What follows belongs to an exercise in optimizing a design on an open flow for small area; a production flow would make more cautious choices.
In this exercise RTL edits were held to simulation tests only and were not proved equivalent to the original.
No activity file was given, so power comes from the tool's default toggle rates.

==> trial 47: inputs <==
// ym7128b
module ym7128b (
    input  wire        clk,
    input  wire        rst,
    input  wire        cmd_valid,
    output wire        cmd_ready,
    input  wire [31:0] cmd,
    output reg         rd_valid,
    output wire [7:0]  rd_data,
    output reg         smp_valid,
    output reg  [13:0] smp_l0,    
    output reg  [13:0] smp_r0,
    output reg  [13:0] smp_l1,    
    output reg  [13:0] smp_r1     
);
Settings: LEC_CHECK=0, CAP_MARGIN=20, CORE_MARGIN=2, CORE_UTILIZATION=65, SLEW_MARGIN=20; clock period 100.0 ns.
standard.sh (not shown) runs the stock make flow with config.mk's settings and CLKGATE_MAP_FILE= SYNTH_SCRIPT=/design/flow/synth_recipe.tcl, a recipe that flattens the netlist after the stock synthesis.
==> flow/flow/run.sh <==
#!/bin/bash
# The standard layout (standard.sh: standard synthesis, floorplan, power
# grid, placement, CTS, routing), built with two changes:
#  * port buffers use the smallest buffer, buf_1, instead of clkdlybuf4s50_1
#    (every port still gets its own buffer);
#  * clock tree: clkbuf_4 leaf clusters of up to 10 sinks within 40 um, and no
#    dummy loads.  The clock is not delayed or skewed on purpose.
# Each tool's full output is in standard.log.
set -euo pipefail
export BUFFER_PORTS_ARGS="-buffer_cell sky130_fd_sc_hd__buf_1"
export CTS_ARGS="-sink_clustering_enable -repair_clock_nets -dont_use_dummy_load -buf_list sky130_fd_sc_hd__clkbuf_4 -sink_clustering_size 10 -sink_clustering_max_diameter 40"
bash standard.sh > standard.log 2>&1
==> trial 90: changes against trial 47 <==
--- a/flow/design.v
+++ b/flow/design.v
@@ -8,15 +8,14 @@
     output wire [7:0]  rd_data,
     output reg         smp_valid,
     output reg  [13:0] smp_l0,    
     output reg  [13:0] smp_r0,
     output reg  [13:0] smp_l1,    
     output reg  [13:0] smp_r1     
 );
-    integer i, b;
     wire [3:0] op     = cmd[31:28];
     wire is_reset     = (cmd == 32'h1000_0000);
     wire is_start     = (cmd == 32'h2000_0000);
     wire is_stop      = (cmd == 32'h3000_0000);
     wire is_pwron     = (cmd == 32'h8000_0000);
     wire is_write     = (op == 4'h4) && (cmd[27:16] == 12'd0);
     wire is_read      = (op == 4'h5) && (cmd[27:16] == 12'd0) && (cmd[7:0] == 8'd0);
@@ -93,14 +92,15 @@
     end
     assign cmd_ready = ready;
     wire fire  = cmd_valid & ready;
     wire wfire = fire & is_write;
     wire zfire = fire & is_proc & ~gate;        
     wire insA = (cframe & (seg == 2'd0)) | (wfire & ~a_ring);
     wire insB = (cframe & (seg == 2'd0)) | (wfire &  a_ring);
+    integer i;
     always @(posedge clk) begin
         for (i = 15; i > 0; i = i - 1) begin
             ra[i] <= ra[i-1];
             rb[i] <= rb[i-1];
         end
         ra[0] <= insA ? wval : ra[15];
         rb[0] <= insB ? wval : rb[15];
@@ -127,168 +127,105 @@
                 seg <= seg + 2'd1;
             end
             if (fire & (is_pwron | is_stop)) gate <= 1'b0;
             else if (fire & is_start)        gate <= 1'b1;
         end
     end
     wire [4:0] j    = st[5:1];
-    wire [5:0] st1  = st + 6'd1;
-    wire [4:0] jn   = st1[5:1];                
     wire       half = ph[0];
+    wire       p_fb   = pframe & (j == 5'd1);
+    wire       p_tap  = pframe & (j >= 5'd4) & (j <= 5'd19);
     reg [5:0] gf;
     always @* begin
         case (seg)
             2'd0:    gf = half ? ra[1] : ra[0];
             2'd1:    gf = half ? ra[2] : ra[1];
             default: gf = (ph[3:2] == 2'b11) ? (half ? rb[5] : rb[4]) : (half ? rb[1] : rb[0]);
         endcase
     end
-    wire [4:0] tap = (st[5:2] == 4'd0) ? (half ? rb[3][4:0] : rb[4][4:0])
-                                       : (half ? rb[0][4:0] : rb[1][4:0]);
+    wire [4:0] tap = (st[5:2] == 4'd0) ? (half ? rb[5][4:0] : rb[4][4:0])
+                                       : (half ? rb[2][4:0] : rb[1][4:0]);
     reg [13:0] dly [0:31];
     reg [4:0]  q;                    
     wire dwr = cframe ? (st != 6'd0)
                       : (pframe & (st >= 6'd8) & (st <= 6'd39) & (q == 5'd31));
     always @(posedge clk) begin
         for (i = 31; i > 0; i = i - 1) dly[i] <= dly[i-1];
         dly[0] <= dwr ? smp_l0 : dly[31];
         q <= q + 5'd1 + {4'd0, pframe & st47};
     end
-    wire n_fb  = pframe & (jn == 5'd1);
-    wire n_tap = pframe & (jn >= 5'd4) & (jn <= 5'd19);
-    reg [4:0] raddr; reg rc;
-    always @* begin
-        rc = ~n_fb;
-        for (b = 0; b < 5; b = b + 1) begin
-            raddr[b] = q[b] ^ ~tap[b] ^ rc;
-            rc = (q[b] & ~tap[b]) | (q[b] & rc) | (~tap[b] & rc);
-        end
-    end
-    reg [13:0] drd;
-    always @* begin
-        drd = 14'd0;
-        for (i = 0; i < 16; i = i + 1)
-            if (raddr[4:1] == i[3:0]) drd = dly[2*i];
-    end
-    wire tzero = (tap == 5'd0);
+    wire [4:0]  raddr = q - tap - {4'd0, p_fb};
+    wire [13:0] drd   = dly[raddr];
+    wire        tap0  = p_tap & (tap == 5'd0);
     reg [13:0] ylp, prevl, prevr;
-    wire sel_y  = pframe & ((jn == 5'd0) | (jn == 5'd3));
-    wire sel_d  = n_fb | (n_tap & ~tzero);
-    wire sel_a  = n_tap & tzero;
-    wire sel_x  = pframe & (jn == 5'd2);
-    wire sel_l  = pframe & ((jn == 5'd20) | (jn == 5'd22));
-    wire sel_r  = pframe & (jn == 5'd21);
+    wire sel_y  = pframe & ((j == 5'd0) | (j == 5'd3));
+    wire sel_d  = p_fb | (p_tap & ~tap0);
+    wire sel_a  = tap0;
+    wire sel_x  = pframe & (j == 5'd2);
+    wire sel_l  = pframe & ((j == 5'd20) | (j == 5'd22));
+    wire sel_r  = pframe & ((j == 5'd21) | (j == 5'd23));
     wire sel_xr = sel_x & is_proc2;
-    wire sel_pl = pframe & (jn == 5'd22);
-    wire sel_pr = pframe & ((jn == 5'd21) | (jn == 5'd23));
-    wire avg    = sel_xr | sel_r | sel_pl;
+    wire sel_pl = pframe & (j == 5'd22);
+    wire sel_pr = pframe & (j == 5'd23);
+    wire avg    = sel_xr | sel_pl | sel_pr;
     wire [13:0] opa = ({14{sel_y}} & ylp)    | ({14{sel_d}} & drd)    | ({14{sel_a}} & smp_l0)
                     | ({14{sel_x}} & cmd[13:0]) | ({14{sel_l}} & smp_l1) | ({14{sel_r}} & smp_r1);
     wire [13:0] opb = ({14{sel_xr}} & cmd[27:14]) | ({14{sel_pl}} & prevl) | ({14{sel_pr}} & prevr);
-    reg [14:0] u; reg uc, ua, ub;
-    always @* begin
-        uc = 1'b0;
-        for (b = 0; b < 15; b = b + 1) begin
-            ua = opa[(b < 14) ? b : 13];
-            ub = opb[(b < 14) ? b : 13];
-            u[b] = ua ^ ub ^ uc;
-            uc = (ua & ub) | (ua & uc) | (ub & uc);
-        end
-    end
+    wire [14:0] u   = {opa[13], opa} + {opb[13], opb};
     wire        us  = u[14];
-    wire [14:0] uv  = u ^ {15{us}};
-    wire [12:0] opm = avg ? uv[13:1] : uv[12:0];
-    wire        oc  = us & (~avg | uv[0]);
-    wire caseb = (sel_d & (raddr[0] ^ ~half)) | sel_a | (pframe & (jn == 5'd0));
-    wire ld    = pframe & (half ? ~caseb : caseb);
-    wire byp   = pframe & ~half & caseb;
-    reg  [13:0] opr;
-    always @(posedge clk) if (ld) opr <= {oc, opm};
-    wire [12:0] mopm = byp ? opm : opr[12:0];
-    wire        moc  = byp ? oc  : opr[13];
+    wire [14:0] um  = us ? (~u + 15'd1) : u;
+    wire [13:0] opm = avg ? um[14:1] : um[13:0];
     reg [12:0] mag;
     always @* begin
         case (gf[4:0])
             5'd0:  mag = 13'd0;    5'd1:  mag = 13'd8;    5'd2:  mag = 13'd10;   5'd3:  mag = 13'd12;
             5'd4:  mag = 13'd16;   5'd5:  mag = 13'd20;   5'd6:  mag = 13'd25;   5'd7:  mag = 13'd32;
             5'd8:  mag = 13'd41;   5'd9:  mag = 13'd51;   5'd10: mag = 13'd65;   5'd11: mag = 13'd81;
             5'd12: mag = 13'd103;  5'd13: mag = 13'd129;  5'd14: mag = 13'd163;  5'd15: mag = 13'd205;
             5'd16: mag = 13'd259;  5'd17: mag = 13'd326;  5'd18: mag = 13'd410;  5'd19: mag = 13'd516;
             5'd20: mag = 13'd650;  5'd21: mag = 13'd819;  5'd22: mag = 13'd1031; 5'd23: mag = 13'd1298;
             5'd24: mag = 13'd1634; 5'd25: mag = 13'd2057; 5'd26: mag = 13'd2590; 5'd27: mag = 13'd3261;
             5'd28: mag = 13'd4105; 5'd29: mag = 13'd5168; 5'd30: mag = 13'd6507; default: mag = 13'd8191;
         endcase
     end
     wire [6:0] dig = half ? {1'b0, mag[12:7]} : mag[6:0];
-    reg  [12:0] pp;
-    wire [12:0] acc = half ? pp : (mag & {13{moc}});
-    reg  [19:0] x;
-    reg  [12:0] row;
-    reg  [13:0] win;    
-    reg         mc, r0, r1;
-    always @* begin
-        x = 20'd0;
-        win = {1'b0, acc};
-        for (i = 0; i < 7; i = i + 1) begin
-            row = mopm & {13{dig[i]}};
-            mc = 1'b0;
-            for (b = 0; b < 13; b = b + 1) begin
-                r0 = win[b] ^ row[b] ^ mc;
-                r1 = (win[b] & row[b]) | (win[b] & mc) | (row[b] & mc);
-                win[b] = r0;
-                mc = r1;
-            end
-            x[i] = win[0];
-            win = {1'b0, win[13] ^ mc, win[12:1]};
-        end
-        x[19:7] = win[12:0];
-    end
-    always @(posedge clk) pp <= x[19:7];
+    reg  [13:0] pp;
+    wire [20:0] x  = (half ? {7'd0, pp} : 21'd0) + opm * dig;
+    always @(posedge clk) pp <= x[20:7];
     wire [12:0] qm  = x[18:6];                
-    reg         us_s;
-    always @(posedge clk) if (ld) us_s <= us;
-    wire        us_m = byp ? us : us_s;
-    wire        neg = us_m ^ gf[5];
+    wire        neg = us ^ gf[5];
     wire d_a = pframe & ((j == 5'd1) | (j == 5'd3));
     wire d_l = pframe & (j >= 5'd5)  & (j <= 5'd11);
     wire d_r = pframe & (j >= 5'd13) & (j <= 5'd19);
     wire [13:0] dst = ({14{d_a}} & smp_l0) | ({14{d_l}} & smp_l1) | ({14{d_r}} & smp_r1);
     wire [13:0] add = {1'b0, qm} ^ {14{neg}};
-    reg  [14:0] sum; reg sc, sa, sb;
-    always @* begin
-        sc = neg;
-        for (b = 0; b < 15; b = b + 1) begin
-            sa = dst[(b < 14) ? b : 13];
-            sb = add[(b < 14) ? b : 13];
-            sum[b] = sa ^ sb ^ sc;
-            sc = (sa & sb) | (sa & sc) | (sb & sc);
-        end
-    end
+    wire [14:0] sum = {dst[13], dst} + {add[13], add} + {14'd0, neg};
     wire        zero = cframe | zfire;
     reg  [13:0] res;
     always @* begin
         if (zero)                         res = 14'd0;
         else if (sum[14] != sum[13])      res = sum[14] ? 14'h2000 : 14'h1FFF;
         else                              res = sum[13:0];
     end
     wire c0  = cframe & (st == 6'd0);
     wire c1  = cframe & (st == 6'd1);
     wire h2  = pframe & half;
     wire we_a  = c0 | zfire | (h2 & ((j == 5'd0) | (j == 5'd2) | (j == 5'd3) | (j == 5'd20)));
     wire we_y  = c0 | (h2 & (j == 5'd1));
     wire we_l  = c0 | zfire | (h2 & (((j >= 5'd4) & (j <= 5'd11)) | (j == 5'd22)));
-    wire we_r  = c0 | zfire | (h2 & (((j >= 5'd12) & (j <= 5'd19)) | (j == 5'd21)));
+    wire we_r  = c0 | zfire | (h2 & (((j >= 5'd12) & (j <= 5'd19)) | (j == 5'd23)));
+    wire we_r0 = c0 | zfire | (h2 & (j == 5'd21));
     wire we_pl = c1 | (h2 & (j == 5'd22));
-    wire we_pr = c1 | (h2 & (j == 5'd21));
+    wire we_pr = c1 | (h2 & (j == 5'd23));
     always @(posedge clk) begin
         if (we_a)  smp_l0 <= res;
         if (we_y)  ylp    <= res;
         if (we_l)  smp_l1 <= res;
         if (we_r)  smp_r1 <= res;
-        smp_r0 <= res;                        
+        if (we_r0) smp_r0 <= res;
         if (we_pl) prevl  <= smp_l1;
         if (we_pr) prevr  <= smp_r1;
     end
     always @(posedge clk) begin
         if (rst) begin
             rd_valid  <= 1'b0;
             smp_valid <= 1'b0;
==> flow/run.sh (new file) <==
#!/bin/bash
# synth_recipe.tcl (not shown) runs the flow's synth.tcl, then flattens the netlist and writes it again
# the make line also repeats each setting of config.mk as NAME=value (left out here)
make -C /OpenROAD-flow-scripts/flow DESIGN_CONFIG=/design/flow/config.mk WORK_HOME=/design/flow/orfs CLKGATE_MAP_FILE= SYNTH_SCRIPT=/design/flow/synth_recipe.tcl finish
CORE_UTILIZATION = 40   (was 65)
removed: flow/flow/run.sh
removed: flow/standard.sh
==> comparison table <==
| metric | trial 90 | trial 47 |
|---|---|---|
| Outcome | timing/DRC/antenna clean | timing/DRC/antenna clean |
| CTS Sinks | 769 | 783 |
| Routed wl met2 | 38600 µm | 28500 µm |
| Share of the final layout cell area in sequential cells | 48.9% | 59.3% |
| Number of cells on the critical path | 9 | 11 |
| Worst slew margin | 20.5% | 21.9% |
| Startpoint of the most critical hold path | ra[8][2] | dly[28][8] |
| Floorplan Core Area | 70300 µm² | 40000 µm² |
| Leak pwr | 13.5 nW | 11.4 nW |
| Switching component of the power | 0.191 mW | 0.163 mW |
| Top layer used by detailed routing | met5 | met4 |
| Logic gate share of total power | 9.4% | 14.5% |
| PnR worst setup slack | 56.11 ns | 57.59 ns |

## port drivers added, routing unchanged
No port has a modelled driver above. Below, the same layouts with a new extraction and two added sets of constraints.
Step 1, drivers: a clkbuf_16 drives clk and a buf_2 each remaining input, both assumed.
Step 2 adds t to the input delays and takes it off the output delays; t is the mean of the earliest and latest rising clock arrival at the registers after step 1. Input paths then give back, and output paths get back, about the clock's delay inside the block.
Three values: no drivers, after step 1, after step 2; two values: the first two.
run | shift t [ns] | setup slack, ns | hold WS [ns] | slew at the worst register clock pin (ns) | worst slew at a driven data input, ns
trial 47 | 0.893 | 57.588 / 57.557 / 56.795 | 0.287 / 0.287 / 0.287 | 0.11 / 0.11 | 0.07
trial 90 | 0.697 | 56.114 / 56.093 / 56.093 | 0.309 / 0.309 / 0.309 | 0.06 / 0.06 | 0.22
After both steps setup and hold are still met in every run listed. For trial 47, which loses most, drivers alone change the setup slack by -0.031 ns; drivers and shift together by -0.793 ns.
